This design comes from an exercise in tuning for small area, a short achievable clock period and few clock cycles on the open sky130 flow, not from production work. In this exercise RTL edits were held to simulation tests only and were not proved equivalent to the original.

## flow/design.v (module list and top-level ports; edited modules follow where they fit)
// module gf163_alu: 5636 lines
module gf163_alu (
    input              clk,
    input              rst,       
    input              start,
    input      [1:0]   op,
    input      [162:0] a,
    input      [162:0] b,
    output             ready,
    output             done,
    output             err,
    output     [162:0] result
);
  // ...
==> flow/run.sh <==
#!/bin/bash
# synth_recipe.tcl (not shown) runs the flow's synth.tcl, then flattens the netlist and writes it again
# the make line also repeats each setting of config.mk as NAME=value (left out here)
make -C /OpenROAD-flow-scripts/flow DESIGN_CONFIG=/design/flow/config.mk WORK_HOME=/design/flow/orfs CLKGATE_MAP_FILE= SYNTH_SCRIPT=/design/flow/synth_recipe.tcl finish
==> flow/config.mk <==
export PLATFORM = sky130hd
export DESIGN_NAME = gf163_alu
export DESIGN_NICKNAME = gf163_alu
export VERILOG_FILES = /design/flow/design.v
export SDC_FILE = /design/flow/constraint.sdc
export NUM_CORES = 4
export LEC_CHECK = 0
export CAP_MARGIN = 40
export CORE_MARGIN = 2
export CORE_UTILIZATION = 40
export SLEW_MARGIN = 40
==> flow/constraint.sdc <==
create_clock -name core_clock -period 15.0 [get_ports {clk}]
set_input_delay 3.0000 -clock core_clock [delete_from_list [all_inputs] [get_ports {clk}]]
set_output_delay 3.0000 -clock core_clock [all_outputs]
set_load 0.01 [all_outputs]
==> summary.txt, run 1 <==
Status:
- The flow ran to the end and the layout has no timing, DRC or antenna violations.

Layout:
- The fraction of final cell area spent on non-clock buffers in this run is 0.0906.
- Of the cells placed in the final design, the portion with a size suffix greater than 1 is 0.0831.
- The share of the core filled with cells in the final layout is 0.468.
- The number of nets in the layout is 11.2k.
- The layout has 97 clock buffers.
- The layout has 20.3k filler cells.
- In the layout the tool counted multi-input logic cells amounting to 9095.
- Once layout is done, the placed cells without fillers occupy 0.0949 sq mm.
- 57 antenna diodes ended up in the layout.

Drt:
- After detailed routing, the average wire length per cell comes to 46.3 um.
- The routed wire length is 633000 um.
- The sum of met3 wire segment lengths after detailed routing is 106000 um.

Timing:
- The worst path needs 5.95 ns of the cycle, external delays included.
- The setup slack after layout is 9.05 ns.
- The count of pins over their slew limit is 0.
- Across all hold checks on the routed design, the worst slack comes to 0.459 ns.
- The number of failing setup endpoints in the final timing report is 0.
- Setup repair after global routing left no endpoint under its margin.
- Measured against its own limit, the worst slew margin works out to 0.258.

Logic synthesis:
- Counting flops with a built-in enable in the synthesized netlist gives 308.
- The count of state elements after synthesis is 575.
- In the post-synthesis netlist, the cell with the most instances is sky130_fd_sc_hd__xnor2_1.
- The share of synthesized area in the top cell type comes to 0.308.
- After synthesis, the largest family of logic cells by area is XOR/XNOR gates.
- The number of different library cells in the post-synthesis netlist is 73.
- The number of warnings reported in the yosys synthesis log is 1.
- Measured against the total synthesized area, the mux share comes to 0.00827.

Die:
- The die outline height is 456 um.
- For this configuration, the core starts out at a cell density of 0.403.
- The flow inserted 2672 tap cells.

Clocking:
- The clock net sink count is 575.

Min path:
- The worst hold-check path type is reg2reg.
- The terminating pin of the worst hold path is chk.

GRT:
- For this run, global-route usage on met2 was measured as 0.765.
- Across every metal layer, demand over resource in global routing totals 0.584.

Placed design:
- The worst-case setup slack after placement is 9.52 ns.
- At the end of routability-driven placement, the weighted congestion stood at 1.15.

Worst setup path:
- The timing endpoint of the critical path is A[2].
Testbench counts, summed over its fixed seeds: cycles 22,592.
==> run 2, diff against run 1 <==
==> flow/flow/run.sh (new file) <==
#!/bin/bash
set -euo pipefail
bash standard.sh SETUP_SLACK_MARGIN=11 finish > standard_flow.log 2>&1
==> flow/standard.sh (new file) <==
#!/bin/bash
# synth_recipe.tcl (not shown) runs the flow's synth.tcl, then flattens the netlist and writes it again
# the make line also repeats each setting of config.mk as NAME=value (left out here)
make -C /OpenROAD-flow-scripts/flow DESIGN_CONFIG=/design/flow/config.mk WORK_HOME=/design/flow/orfs CLKGATE_MAP_FILE= SYNTH_SCRIPT=/design/flow/synth_recipe.tcl "${@:-finish}"
removed: flow/run.sh
==> run 2 against run 1 <==
  * Die area did not move
  * Worst setup slack better by 1.5 ns
  * Clock skew shrank 0.037 ns
  * Non-clock buffer count rose by 376
  * Clock-buffer cell count down 6
  * First-iteration DRC count grew 3.6%
==> summary.txt, run 2 <==
Drt:
- The remaining number of nets flagged by the antenna check after routing came to 0 (unchanged).
- The routed wire length is 657000 um (was 633000 um).
- The via count of the routed design is 94.0k (was 90.1k).
- The post-detailed-route wirelength per cell came to 46.8 um (was 46.3 um).
- The vias per cell was 6.69 (was 6.60).
- The first-pass iteration count of the detailed router was 11 (was 10).
- The violation count after the first detailed-route iteration is 18.9k (was 18.3k).
- The total DRC errors in the routed layout came to 0 (unchanged).

Status:
- Status: complete, no violations (unchanged).

Logic synthesis:
- The share of the synthesized area in the top cell type is 0.308 (unchanged).
- The number of warnings reported in the yosys synthesis log is 1 (unchanged).
- Synth area leaders: sky130_fd_sc_hd__xnor2_1 31%, sky130_fd_sc_hd__xor2_1 12%, sky130_fd_sc_hd__edfxtp_1 11% (unchanged).
- The average cell area after synthesis is 7.69 sq um (unchanged).
- Leading cell types by count after synthesis: 2867 x sky130_fd_sc_hd__xnor2_1, 2018 x sky130_fd_sc_hd__nand2_1, 1127 x sky130_fd_sc_hd__xor2_1 (unchanged).
- The proportion of register bits with asynchronous set or reset after synthesis is 0 (unchanged).
- The most area-hungry cell type in the Yosys netlist was sky130_fd_sc_hd__xnor2_1 (unchanged).
- The count of state elements after synthesis was 575 (unchanged).
- The leading cell type by number of instances after synthesis is sky130_fd_sc_hd__xnor2_1 (unchanged).
- The most used flip-flop cell after synthesis is sky130_fd_sc_hd__edfxtp_1 (unchanged).
- The number of different library cells in the post-synthesis netlist is 73 (unchanged).
- The proportion of synthesized chip area in sequential cells is 0.179 (unchanged).
- The synthesized instance count was 10.6k (unchanged).
- The number of enable flip-flop cells after synthesis is 308 (unchanged).
- The post-synthesis net count is 11.0k (unchanged).
- The post-synthesis cell area is 0.0816 sq mm (unchanged).

Min path:
- The worst hold-check path type is reg2reg (unchanged).
- The hold path depth was 2 (unchanged).
- The start point of the worst min-delay path was chk (unchanged).
- The terminating pin of the worst hold path is chk (unchanged).

Worst setup path:
- The maximum fanout count along the critical path is 2 (was 55).
- The minimum setup slack among reg-to-reg paths came to 10.71 ns (was 9.05 ns).
- The family of cells with the greatest summed delay on the critical path is flip-flops (was simple AND/OR/NAND/NOR gates).
- The type of the worst setup path is reg2out (was reg2reg).
- The arrival time at the worst endpoint is 1.49 ns (was 6.58 ns).
- The endpoint of the most critical register-to-register path is A[3] (was A[2]).
- The combined buffer and inverter count along the critical path was 1 (was 4).
- The worst-case reg-to-reg path depth is 12 (was 13).
- The kind of start point of the critical path is a flip-flop (unchanged).
- The slowest cell on the critical path is sky130_fd_sc_hd__dfxtp_4 (was sky130_fd_sc_hd__a211oi_1).
- The peak per-stage delay on the critical path is 0.54 ns (was 0.89 ns).
- The reg-to-reg critical path startpoint is dg[1] (was nsq[3]).
- The data required time of the critical path is 12.00 ns (was 15.63 ns).
- The type of element capturing the critical path is a primary output (was flip-flop).
- Cells along the critical path: buf_6 (was nor4_1 > nor2b_2 > nand2_1 > a21oi_4 > buf_4 > inv_4 > buf_4 > buf_4 > nor2_1 > a211oi_1 > a211oi_1 > a21oi_1 > a21oi_1).

GRT:
- The initial antenna violation count is 92 (was 107).
- The global routing met3 resource utilization is 0.341 (was 0.305).
- The remaining global-route overflow is 0 (unchanged).
- The most used routing layer is met2 (unchanged).
- The global routing met2 resource utilization is 0.774 (was 0.765).
- The maximum number of pins on one net before global-route repair was 170 (was 148).
- The via count of the first global-routing pass is 83.8k (was 81.4k).
- The overall track demand over capacity in global routing is 0.598 (was 0.584).
- The global-route wire length before repair is 825000 um (was 806000 um).
- The global routing usage on met1 is 0.681 (was 0.679).

Die:
- The starting density of the core is 0.403 (unchanged).
- The area of the die is 0.208 sq mm (unchanged).
- The standard cell core area is 0.203 sq mm (unchanged).
- The placement row count is 165 (unchanged).
- The number of top-level pins was 497 (unchanged).
- The die outline height is 456 um (unchanged).
- The width of the die is 456 um (unchanged).

Timing:
- The final-layout setup total negative slack is 0 ns (unchanged).
- The post-route clock period utilization is 0.299 (was 0.397).
- The post-route worst hold slack is 0.445 ns (was 0.459 ns).
- The final hold violation count is 0 (unchanged).
- The number of failing setup endpoints in the final timing report is 0 (unchanged).
- The slew of the pin with the lowest slew margin came to 1.15 ns (was 1.11 ns).
- RSZ-0062 raised after global routing: true (was false).
- The count of pins over their slew limit is 0 (unchanged).
- The fmax is 223 MHz (was 168 MHz).
- The minimum period implied by the final worst setup slack is 4.49 ns (was 5.95 ns).
- The worst relative slew slack came to 0.233 (was 0.258).
- The setup skew after layout came to 0.0499 ns (was 0.0866 ns).

Clocking:
- The clock net sink count is 575 (unchanged).
- The clock input transition at the sequential cells of the worst setup and hold paths is 0.06 ns (about the same).
- The H-tree level count is 3 (unchanged).
- The clock insertion delay at the later pin of the skew report is 0.77 ns (was 0.78 ns).
- The total of hold buffers inserted after clock tree synthesis is 0 (unchanged).
- The clock tree from TritonCTS is yes (unchanged).
- The CTS buffer count was 72 (was 74).
- The root cell of the clock tree is sky130_fd_sc_hd__clkbuf_16 (unchanged).
- The deepest clock path buffer count was 3 (unchanged).

Job:
- The total of max-cap violations is 0 (unchanged).

Layout:
- Top library cells by usage in the layout, fill and taps aside: 2398 x sky130_fd_sc_hd__xnor2_1, 2008 x sky130_fd_sc_hd__nand2_1, 910 x sky130_fd_sc_hd__xor2_1, 634 x sky130_fd_sc_hd__nor2_1, 632 x sky130_fd_sc_hd__buf_4 (was 2709 x sky130_fd_sc_hd__xnor2_1, 2016 x sky130_fd_sc_hd__nand2_1, 1096 x sky130_fd_sc_hd__xor2_1, 635 x sky130_fd_sc_hd__nor2_1, 599 x sky130_fd_sc_hd__o21ai_0).
- The number of nets in the layout came to 11.6k (was 11.2k).
- The layout overhead on the synthesized area was 29.6% (was 16.3%).
- Top Registers: ACC (163), A (163), B (144) (unchanged).
- The footprint of the flip-flops and latches is 0.0152 sq mm (was 0.0146 sq mm).
- The most frequent standard cell in the layout excluding fill and tap cells is sky130_fd_sc_hd__xnor2_1 (unchanged).
- The number of inserted filler cells in the final layout is 19.3k (was 20.3k).
- The combined area of the multi-input logic cells is 0.0705 sq mm (was 0.0651 sq mm).
- The proportion of layout cells with a drive suffix above 1 was 0.197 (was 0.0831).

Placed design:
- The number of input and output port buffers inserted is 496 (unchanged).
- The detailed placement HPWL is 495000 um (was 487000 um).
- The final weighted congestion in routability-driven placement came to 1.17 (was 1.15).
-- run 2: worst max path at each step --
stage                  start          end  slack, ns  cells past startpoint
finish              ACC[118]  result[118]      10.51                      1
global route        ACC[118]  result[118]      10.56                      1
CTS                 ACC[118]  result[118]      10.56                      1
detailed placement    nsq[3]        A[61]       9.62                     11
global placement      nsq[3]        A[61]       8.92                     11
floorplan             b[159]       dg[78]      11.03                      4
-- run 2: area by class of cell --
cell class | instances | share of cell area
multi-input cells | 9095 | 0.667
well taps | 2672 | 0.0316
clock buffers | 91 | 0.0184
repair buffers | 1341 | 0.126
inverters | 160 | 0.00609
clock inverters | 43 | 0.00581
diodes | 67 | 0.00159
flip-flops and latches | 575 | 0.144
-- run 2: logic make-up after synthesis --
logic type,after synthesis,synth area share
multiplexers,64,0.00827
XOR/XNOR,4179,0.477
buffers and inverters,946,0.0454
AND/OR/NAND/NOR,3300,0.171
flip-flops,575,0.179
adder cells (fa/ha/maj),8,0.00132
AO/OA/AOI/OAI,1544,0.118
-- run 2: routing by layer --
layer / share of wire / vias up
met5: 0.0032 / -
met4: 0.12 / 84
met3: 0.18 / 3262
met2: 0.36 / 9824
met1: 0.34 / 45300
li1: - / 35500
-- run 2: repair_timing --
action,CTS,global route
buffers inserted,205,156
endpoints found under the setup margin,498,392
pin swaps,67,124
resized for setup,1747,463
gates cloned,2,3
-- run 2: stage by stage --
stage | utilization | setup slack (ns) | std cells | instance area [sq um]
finish | 0.522 | 10.51 | 14000 | 106000
global route | 0.521 | 10.56 | 14000 | 106000
CTS | 0.498 | 10.56 | 13800 | 101000
detailed placement | 0.454 | 9.62 | 13500 | 91900
global placement | 0.448 | 8.92 | 13500 | 90700
floorplan | - | 11.03 | 10600 | 81600

-- afterwards: timing with drivers on the ports --
Ports are ideal in the flow. The routed layouts listed here were re-timed in OpenROAD. Step 1 assumes that a clkbuf_16 drives the clock port and a buf_2 every other input. Step 2 times the ports against the registers' clock, not the clock port: input delays grow and output delays shrink by t, the midpoint of the rising clock arrivals with the driver on. Slacks: ideal / step 1 / step 2; pairs: ideal / step 1.
run | shift t [ns] | setup WS [ns] | clock arrival spread, ns | cell pins on the clock port's net
run 1 | 0.832 | 9.051 / 9.051 / 9.051 | 0.087 / 0.087 | 1
run 2 | 0.841 | 10.513 / 10.416 / 10.153 | 0.051 / 0.051 | 1
After both steps setup and hold are still met in every run listed. The setup slack of run 2, which loses most, moves by -0.097 ns with the drivers and by -0.360 ns with both steps.
